Background: an optimization exercise with open tools, aiming at small area. Do not read the settings as production practice. Function was checked by simulation only, so behaviour that the tests miss may differ from the original. No driver is modelled on the clock port, so clocking that relies on it looks cheaper here than on a real chip.

==> flow/design.v <==
module ts100_i2cm (
    input  wire        clk,
    input  wire        rst_n,
    input  wire        h_valid,
    input  wire        h_write,
    input  wire [2:0]  h_size,
    input  wire [4:0]  h_addr,
    input  wire [31:0] h_wdata,
    output reg  [31:0] h_rdata,
    output wire        h_err,
    input  wire        scl_i,
    input  wire        sda_i,
    output wire        scl_o,
    output wire        sda_o
);
    localparam [2:0] ST_OFF      = 3'd0,
                     ST_IDLE     = 3'd1,
                     ST_STARTING = 3'd2,
                     ST_STARTED  = 3'd3,
                     ST_ADDRESS  = 3'd4,
                     ST_READY    = 3'd5,
                     ST_TRANSMIT = 3'd6,
                     ST_STOPPING = 3'd7;
    reg [11:0] ccr_n;            
    wire [11:0] ccr = ~ccr_n;
    reg        fs;
    reg [5:0]  trise;
    reg [15:0] to_n;             
    wire [15:0] to = ~to_n;
    reg [2:0]  st;
    reg [1:0]  ph;
    reg [8:0]  sh;
    reg [15:0] wcnt;
    reg [11:0] div;
    reg        spend;
    reg        sda_drv;
    reg        nackf;
    reg        tof;
    reg        cmderr;
    reg [3:0]  errcode;
    wire st_off   = (st == ST_OFF);
    wire st_idle  = (st == ST_IDLE);
    wire st_sting = (st == ST_STARTING);
    wire st_sted  = (st == ST_STARTED);
    wire st_addr  = (st == ST_ADDRESS);
    wire st_ready = (st == ST_READY);
    wire st_tx    = (st == ST_TRANSMIT);
    wire st_stop  = (st == ST_STOPPING);
    wire st_frame = st_addr | st_tx;
    wire scl_drv = (st[2] & ~ph[1]) | st_sted;
    assign scl_o = scl_drv;
    assign sda_o = sda_drv;
    wire scl_line = ~scl_drv & scl_i;
    wire sda_line = ~sda_drv & sda_i;
    assign h_err = (h_size != 3'd4) | (h_addr[1:0] != 2'b00);
    wire wr = h_valid & h_write & ~h_err;
    wire [2:0] ra = h_addr[4:2];
    wire wr_ctrl    = wr & (ra == 3'd0);
    wire wr_timing  = wr & (ra == 3'd1);
    wire wr_timeout = wr & (ra == 3'd2);
    wire wr_cmd     = wr & (ra == 3'd3);
    wire wr_stat    = wr & (ra == 3'd4);
    wire sent = ph[0];
    wire [31:0] stat_val = {5'b0, st, 6'b0, sda_line, scl_line,
                            errcode, 1'b0, cmderr, tof, nackf,
                            spend, st_ready | st_tx, st_ready & sent, st_ready,
                            st_ready & ~sent, st[2] | st[1], st[2] | st_sted, st_sted};
    always @(*) begin
        case (ra)
            3'd0:    h_rdata = {31'd0, ~st_off};
            3'd1:    h_rdata = {10'd0, trise, fs, 3'd0, ccr};
            3'd2:    h_rdata = {16'd0, to};
            3'd4:    h_rdata = stat_val;
            default: h_rdata = 32'd0;
        endcase
    end
    wire [3:0] op  = h_wdata[3:0];
    wire [7:0] arg = h_wdata[15:8];
    wire op_nop   = (op == 4'd0);
    wire op_start = (op == 4'd1);
    wire op_addrw = (op == 4'd2);
    wire op_write = (op == 4'd3);
    wire op_stop  = (op == 4'd4);
    wire cmd_valid = (h_wdata[31:16] == 16'd0) && (h_wdata[7:4] == 4'd0) &&
                     (op_addrw ? ~arg[7] : (op_write | ((op_nop | op_start | op_stop) & (arg == 8'd0))));
    wire cmd_allowed = (op_start & (st_idle | (st_stop & ~spend))) |
                       (op_addrw & st_sted) |
                       (op_write & st_ready) |
                       (op_stop & (st_sted | st_ready));
    wire c_err1 = ~cmd_valid;
    wire c_err2 = cmd_valid & ~op_nop & st_off;
    wire c_err3 = cmd_valid & ~op_nop & ~st_off & ~cmd_allowed;
    wire c_go   = wr_cmd & cmd_valid & ~op_nop & ~st_off & cmd_allowed;
    wire ticking = st_sting | st_addr | st_tx | st_stop;
    wire tick    = ticking & ~wr & (div >= ccr);
    wire is_ack   = (sh[8:1] == 8'd0);           
    wire to_hit   = (wcnt >= to);
    wire wait_ph  = st_sting ? (ph == 2'd0) : (ph == 2'd2);
    wire wait_ok  = st_sting ? (scl_line & sda_line) : scl_line;
    wire waiting  = wait_ph & ~wait_ok;          
    wire t_to     = tick & waiting & to_hit;     
    wire t_nack   = tick & st_frame & (ph == 2'd3) & is_ack & ~sh[0];
    wire [3:0] wait_code = st_sting ? 4'd6 : st_addr ? 4'd7 : st_tx ? 4'd8 : 4'd9;
    wire [3:0] raise_code = t_to ? wait_code :
                            t_nack ? (st_addr ? 4'd4 : 4'd5) :
                            c_err1 ? 4'd1 : c_err2 ? 4'd2 : 4'd3;
    wire sh_lda  = c_go & op_addrw;                          
    wire sh_ldw  = c_go & op_write;                          
    wire sh_shf  = tick & st_frame & (ph == 2'd0);           
    wire sh_ack  = tick & st_frame & (ph == 2'd2) & is_ack & scl_line;
    wire sh_hold = ~(sh_lda | sh_ldw | sh_shf);
    wire [8:0] sh_d = ({9{sh_lda}}  & {h_wdata[14:8], 1'b0, 1'b1}) |
                      ({9{sh_ldw}}  & {h_wdata[15:8], 1'b1}) |
                      ({9{sh_shf}}  & {sh[7:0], 1'b0}) |
                      ({9{sh_hold}} & {sh[8:1], sh_ack ? ~sda_line : sh[0]});
    always @(posedge clk) begin
        if (!ticking)
            div <= 12'd0;
        else if (!wr)
            div <= tick ? 12'd0 : div + 12'd1;
        if (!ticking)
            wcnt <= 16'd0;
        else if (tick)
            wcnt <= (waiting & ~to_hit) ? wcnt + 16'd1 : 16'd0;
        sh <= sh_d;
        if (c_go & ~st_stop)
            ph <= 2'd0;
        else if (tick & ~waiting) begin
            if (st_frame & (ph == 2'd3) & is_ack & sh[0])
                ph <= {1'b0, st_tx};
            else
                ph <= ph + 2'd1;
        end
    end
    reg [2:0] st_d;
    always @(*) begin
        st_d = st;
        if (wr_ctrl) begin
            if (st_off & h_wdata[0])
                st_d = ST_IDLE;
            if (~st_off & ~h_wdata[0])
                st_d = ST_OFF;
        end
        if (c_go) begin
            if (op_start & st_idle) st_d = ST_STARTING;
            if (op_addrw)           st_d = ST_ADDRESS;
            if (op_write)           st_d = ST_TRANSMIT;
            if (op_stop)            st_d = ST_STOPPING;
        end
        if (tick) begin
            if (st_sting & ph[0])                     
                st_d = ST_STARTED;
            if (st_frame & (ph == 2'd3) & is_ack)
                st_d = sh[0] ? ST_READY : ST_STOPPING;
            if (st_stop & (ph == 2'd3))
                st_d = spend ? ST_STARTING : ST_IDLE;
            if (t_to)
                st_d = ST_IDLE;
        end
        if (!rst_n)
            st_d = ST_OFF;
    end
    wire spend_d = (spend | (c_go & op_start & st_stop)) & (st_d == ST_STOPPING);
    reg sda_c;
    always @(*) begin
        sda_c = sda_drv;
        if (tick) begin
            if (st_sting & ~ph[0] & wait_ok)
                sda_c = 1'b1;
            if (st_frame & (ph == 2'd0))
                sda_c = ~sh[8];
            if (st_stop & (ph == 2'd0))
                sda_c = 1'b1;
            if (st_stop & (ph == 2'd3))
                sda_c = 1'b0;
        end
    end
    wire sda_d = (st_d[2] | st_d[1]) & sda_c;
    wire nackf_d  = rst_n & ((nackf  & ~(wr_stat & h_wdata[8]))  | t_nack);
    wire tof_d    = rst_n & ((tof    & ~(wr_stat & h_wdata[9]))  | t_to);
    wire cmderr_d = rst_n & ((cmderr & ~(wr_stat & h_wdata[10])) | (wr_cmd & (c_err1 | c_err2 | c_err3)));
    wire [3:0] errcode_d = (nackf_d | tof_d | cmderr_d) ?
                           ((nackf | tof | cmderr) ? errcode : raise_code) : 4'd0;
    always @(posedge clk) begin
        st      <= st_d;
        spend   <= spend_d;
        sda_drv <= sda_d;
        nackf   <= nackf_d;
        tof     <= tof_d;
        cmderr  <= cmderr_d;
        errcode <= errcode_d;
        if (!rst_n) begin
            ccr_n <= 12'hFFF;
            fs    <= 1'b0;
            trise <= 6'd0;
            to_n  <= 16'h0000;
        end else begin
            if (wr_timing) begin
                ccr_n <= ~h_wdata[11:0];
                fs    <= h_wdata[15];
                trise <= h_wdata[21:16];
            end
            if (wr_timeout)
                to_n <= ~h_wdata[15:0];
        end
    end
endmodule
Settings: LEC_CHECK=0, CAP_MARGIN=20, CORE_MARGIN=2, CORE_UTILIZATION=40, CTS_BUF_LIST=sky130_fd_sc_hd__clkbuf_8, SLEW_MARGIN=20; clock period 10.0 ns.
standard.sh (not shown) runs the stock make flow with config.mk's settings and CLKGATE_MAP_FILE= SYNTH_SCRIPT=/design/flow/synth_recipe.tcl, a recipe that flattens the netlist after the stock synthesis.
==> flow/flow/run.sh <==
#!/bin/bash
# Own layout flow: the standard flow (standard.sh) with these changes.
#  1. Synthesis is the standard flow's own script (synth_recipe.tcl, unchanged), except
#     that the abc call maps the logic for area: it runs abc once with each
#     script in flow/abc/ on the same input and keeps the smallest result.
#     Everything before and after abc, and so every register with its name
#     and cell, is the standard synthesis's. The adders are left to abc
#     too (ADDER_MAP_FILE empty) instead of being mapped to adder cells.
#  2. Port buffers are made from sky130_fd_sc_hd__buf_1.
#  3. The clock tree is built with the options in flow/cts_args (small
#     buffers, no dummy loads); flow/post_cts.tcl then upsizes the leaf
#     buffers whose flip-flop clock pins would see a slow slew.
# Each tool's output goes to a log file in this folder.
set -euo pipefail
HERE=$(pwd)
{
  cat <<'EOT'
proc abc {args} {
  set i [lsearch -exact $args -script]
  set l [lsearch -exact $args -liberty]
  set lib [lindex $args [expr {$l + 1}]]
  yosys design -save own_pre_abc
  set best_area -1
  set best -1
  set n 0
  foreach script [lsort [glob $::env(OWN_ABC_DIR)/*.abc]] {
    yosys design -load own_pre_abc
    yosys abc {*}[lreplace $args [expr {$i + 1}] [expr {$i + 1}] $script]
    set rep [tee -q -s result.string stat -liberty $lib]
    if {![regexp {Chip area for module[^:]*:\s*([0-9.]+)} $rep -> area]} {
      error "own abc: no area for $script"
    }
    puts "own abc: [file tail $script] area $area"
    yosys design -save own_cand_$n
    if {$best < 0 || $area < $best_area} {
      set best_area $area
      set best $n
    }
    incr n
  }
  puts "own abc: keeping candidate $best, area $best_area"
  yosys design -load own_cand_$best
}
EOT
  cat synth_recipe.tcl
} > own_synth.tcl
sed "s|SYNTH_SCRIPT=[^ ]*|SYNTH_SCRIPT=$HERE/own_synth.tcl|" standard.sh > own_standard.sh
grep -q "SYNTH_SCRIPT=$HERE/own_synth.tcl" own_standard.sh
export OWN_ABC_DIR="$HERE/flow/abc"
# no adder cells from ADDER_MAP_FILE: abc maps the adders with the rest of the logic
export ADDER_MAP_FILE=
export BUFFER_PORTS_ARGS="-buffer_cell sky130_fd_sc_hd__buf_1"
# clock tree options (flow/cts_args), in place of ORFS's defaults
export CTS_ARGS="$(cat flow/cts_args)"
# after CTS: upsize the clock tree's leaf buffers that give a slow clock slew
export POST_CTS_TCL="$HERE/flow/post_cts.tcl"
# one tie cell for all the constant outputs
export SKIP_REPAIR_TIE_FANOUT=1
bash own_standard.sh > standard.log 2>&1
==> flow/flow/post_cts.tcl <==
# Own flow, after CTS: the clock tree is built from sky130_fd_sc_hd__clkbuf_4
# (flow/cts_args). A leaf buffer (all its loads are flip-flop clock pins) whose
# worst clock-pin slew, with placement parasitics, is above 118 ps
# becomes a sky130_fd_sc_hd__clkbuf_8; the placement is legalized again, and
# this repeats until no leaf is above the limit.
proc own_upsize_leaves {own_slew_limit} {
  estimate_parasitics -placement
  set resized 0
  foreach net [get_nets clknet_*] {
    set drv [get_pins -of_objects $net -filter "direction==output"]
    if {[llength $drv] != 1} { continue }
    set cell [get_cells -of_objects $drv]
    if {[get_property $cell ref_name] ne "sky130_fd_sc_hd__clkbuf_4"} { continue }
    set pins [get_pins -of_objects $net -filter "direction==input"]
    set clk_pins {}
    foreach pin $pins {
      if {[get_property $pin lib_pin_name] eq "CLK"} { lappend clk_pins $pin }
    }
    if {[llength $clk_pins] == 0 || [llength $clk_pins] != [llength $pins]} { continue }
    set worst 0
    foreach pin $clk_pins {
      foreach e {rise fall} {
        set s [get_property $pin slew_max_$e]
        if {$s > $worst} { set worst $s }
      }
    }
    if {$worst > $own_slew_limit} {
      puts "own post-cts: [get_full_name $cell] drives [get_full_name $net], slew $worst: clkbuf_8"
      replace_cell $cell sky130_fd_sc_hd__clkbuf_8
      incr resized
    }
  }
  if {$resized > 0} {
    detailed_placement
    check_placement -verbose
  }
  return $resized
}
for {set own_pass 0} {$own_pass < 5} {incr own_pass} {
  if {[own_upsize_leaves 0.118] == 0} { break }
}
estimate_parasitics -placement
Other scripts of this flow, unchanged in this note and not shown: flow/flow/abc/ds1a.abc, flow/flow/abc/ds1b.abc, flow/flow/abc/ds2a.abc, flow/flow/abc/ds2b.abc, flow/flow/abc/ds3a.abc, flow/flow/abc/ds3b.abc, flow/flow/cts_args
Next try:
--- a/flow/flow/run.sh
+++ b/flow/flow/run.sh
@@ -55,5 +55,3 @@
 # after CTS: upsize the clock tree's leaf buffers that give a slow clock slew
 export POST_CTS_TCL="$HERE/flow/post_cts.tcl"
-# one tie cell for all the constant outputs
-export SKIP_REPAIR_TIE_FANOUT=1
 bash own_standard.sh > standard.log 2>&1
--- a/flow/flow/post_cts.tcl
+++ b/flow/flow/post_cts.tcl
@@ -1,8 +1,10 @@
 # Own flow, after CTS: the clock tree is built from sky130_fd_sc_hd__clkbuf_4
 # (flow/cts_args). A leaf buffer (all its loads are flip-flop clock pins) whose
-# worst clock-pin slew, with placement parasitics, is above 118 ps
+# worst clock-pin slew, with placement parasitics, is above own_slew_limit
 # becomes a sky130_fd_sc_hd__clkbuf_8; the placement is legalized again, and
 # this repeats until no leaf is above the limit.
-proc own_upsize_leaves {own_slew_limit} {
+set own_slew_limit 0.118
+proc own_upsize_leaves {} {
+  global own_slew_limit
   estimate_parasitics -placement
   set resized 0
@@ -38,5 +40,5 @@
 }
 for {set own_pass 0} {$own_pass < 5} {incr own_pass} {
-  if {[own_upsize_leaves 0.118] == 0} { break }
+  if {[own_upsize_leaves] == 0} { break }
 }
 estimate_parasitics -placement
After rerunning:
- With this change the flow failed in clock tree synthesis (4_1_cts)
- synthesized area is unchanged
- synthesized cell count does not change
Next try:
--- a/flow/flow/run.sh
+++ b/flow/flow/run.sh
@@ -55,3 +55,5 @@
 # after CTS: upsize the clock tree's leaf buffers that give a slow clock slew
 export POST_CTS_TCL="$HERE/flow/post_cts.tcl"
+# one tie cell for all the constant outputs
+export SKIP_REPAIR_TIE_FANOUT=1
 bash own_standard.sh > standard.log 2>&1
--- a/flow/flow/post_cts.tcl
+++ b/flow/flow/post_cts.tcl
@@ -1,10 +1,8 @@
 # Own flow, after CTS: the clock tree is built from sky130_fd_sc_hd__clkbuf_4
 # (flow/cts_args). A leaf buffer (all its loads are flip-flop clock pins) whose
-# worst clock-pin slew, with placement parasitics, is above own_slew_limit
+# worst clock-pin slew, with placement parasitics, is above 118 ps
 # becomes a sky130_fd_sc_hd__clkbuf_8; the placement is legalized again, and
 # this repeats until no leaf is above the limit.
-set own_slew_limit 0.118
-proc own_upsize_leaves {} {
-  global own_slew_limit
+proc own_upsize_leaves {own_slew_limit} {
   estimate_parasitics -placement
   set resized 0
@@ -40,5 +38,5 @@
 }
 for {set own_pass 0} {$own_pass < 5} {incr own_pass} {
-  if {[own_upsize_leaves] == 0} { break }
+  if {[own_upsize_leaves 0.118] == 0} { break }
 }
 estimate_parasitics -placement
Settings changed: CAP_MARGIN 20 to 0, CORE_UTILIZATION 40 to 65, SLEW_MARGIN 20 to 0.
- This time the run passed the timing, DRC and antenna checks
- synthesized cell count does not change
- area after synthesis does not change
Next try:
Settings changed: CAP_MARGIN 0 to 20, SLEW_MARGIN 0 to 20.
What happened:
- The changed run finished clean
- utilization stays the same
- routed wire length does not change
- clock skew stays the same

==> separate check: timing with driven ports <==
The flow's constraints put no driver on any port. The routed layouts listed below were extracted and timed again, unchanged, in two steps.
Step 1 sets driving cells, clkbuf_16 on the clock port and buf_2 on the other inputs (assumed; they add their load-dependent delay and slew).
Step 2 adds t to the input delays and takes it off the output delays; t is the mean of the earliest and latest rising clock arrival at the registers after step 1. Input paths then give back, and output paths get back, about the clock's delay inside the block.
Slacks: ideal ports / drivers / drivers and shift; pairs: ideal ports / drivers.
run	shift t [ns]	setup WS [ns]	worst setup path after step 2	worst register clock-pin slew, ns	cell pins on the clock port's net
the first run	0.451	4.481 / 4.459 / 4.456	input to register	0.11 / 0.11	1
the third run	0.434	4.477 / 4.457 / 4.367	input to register	0.11 / 0.11	1
the fourth run	0.434	4.477 / 4.457 / 4.367	input to register	0.11 / 0.11	1
After both steps setup and hold are still met in every run listed.
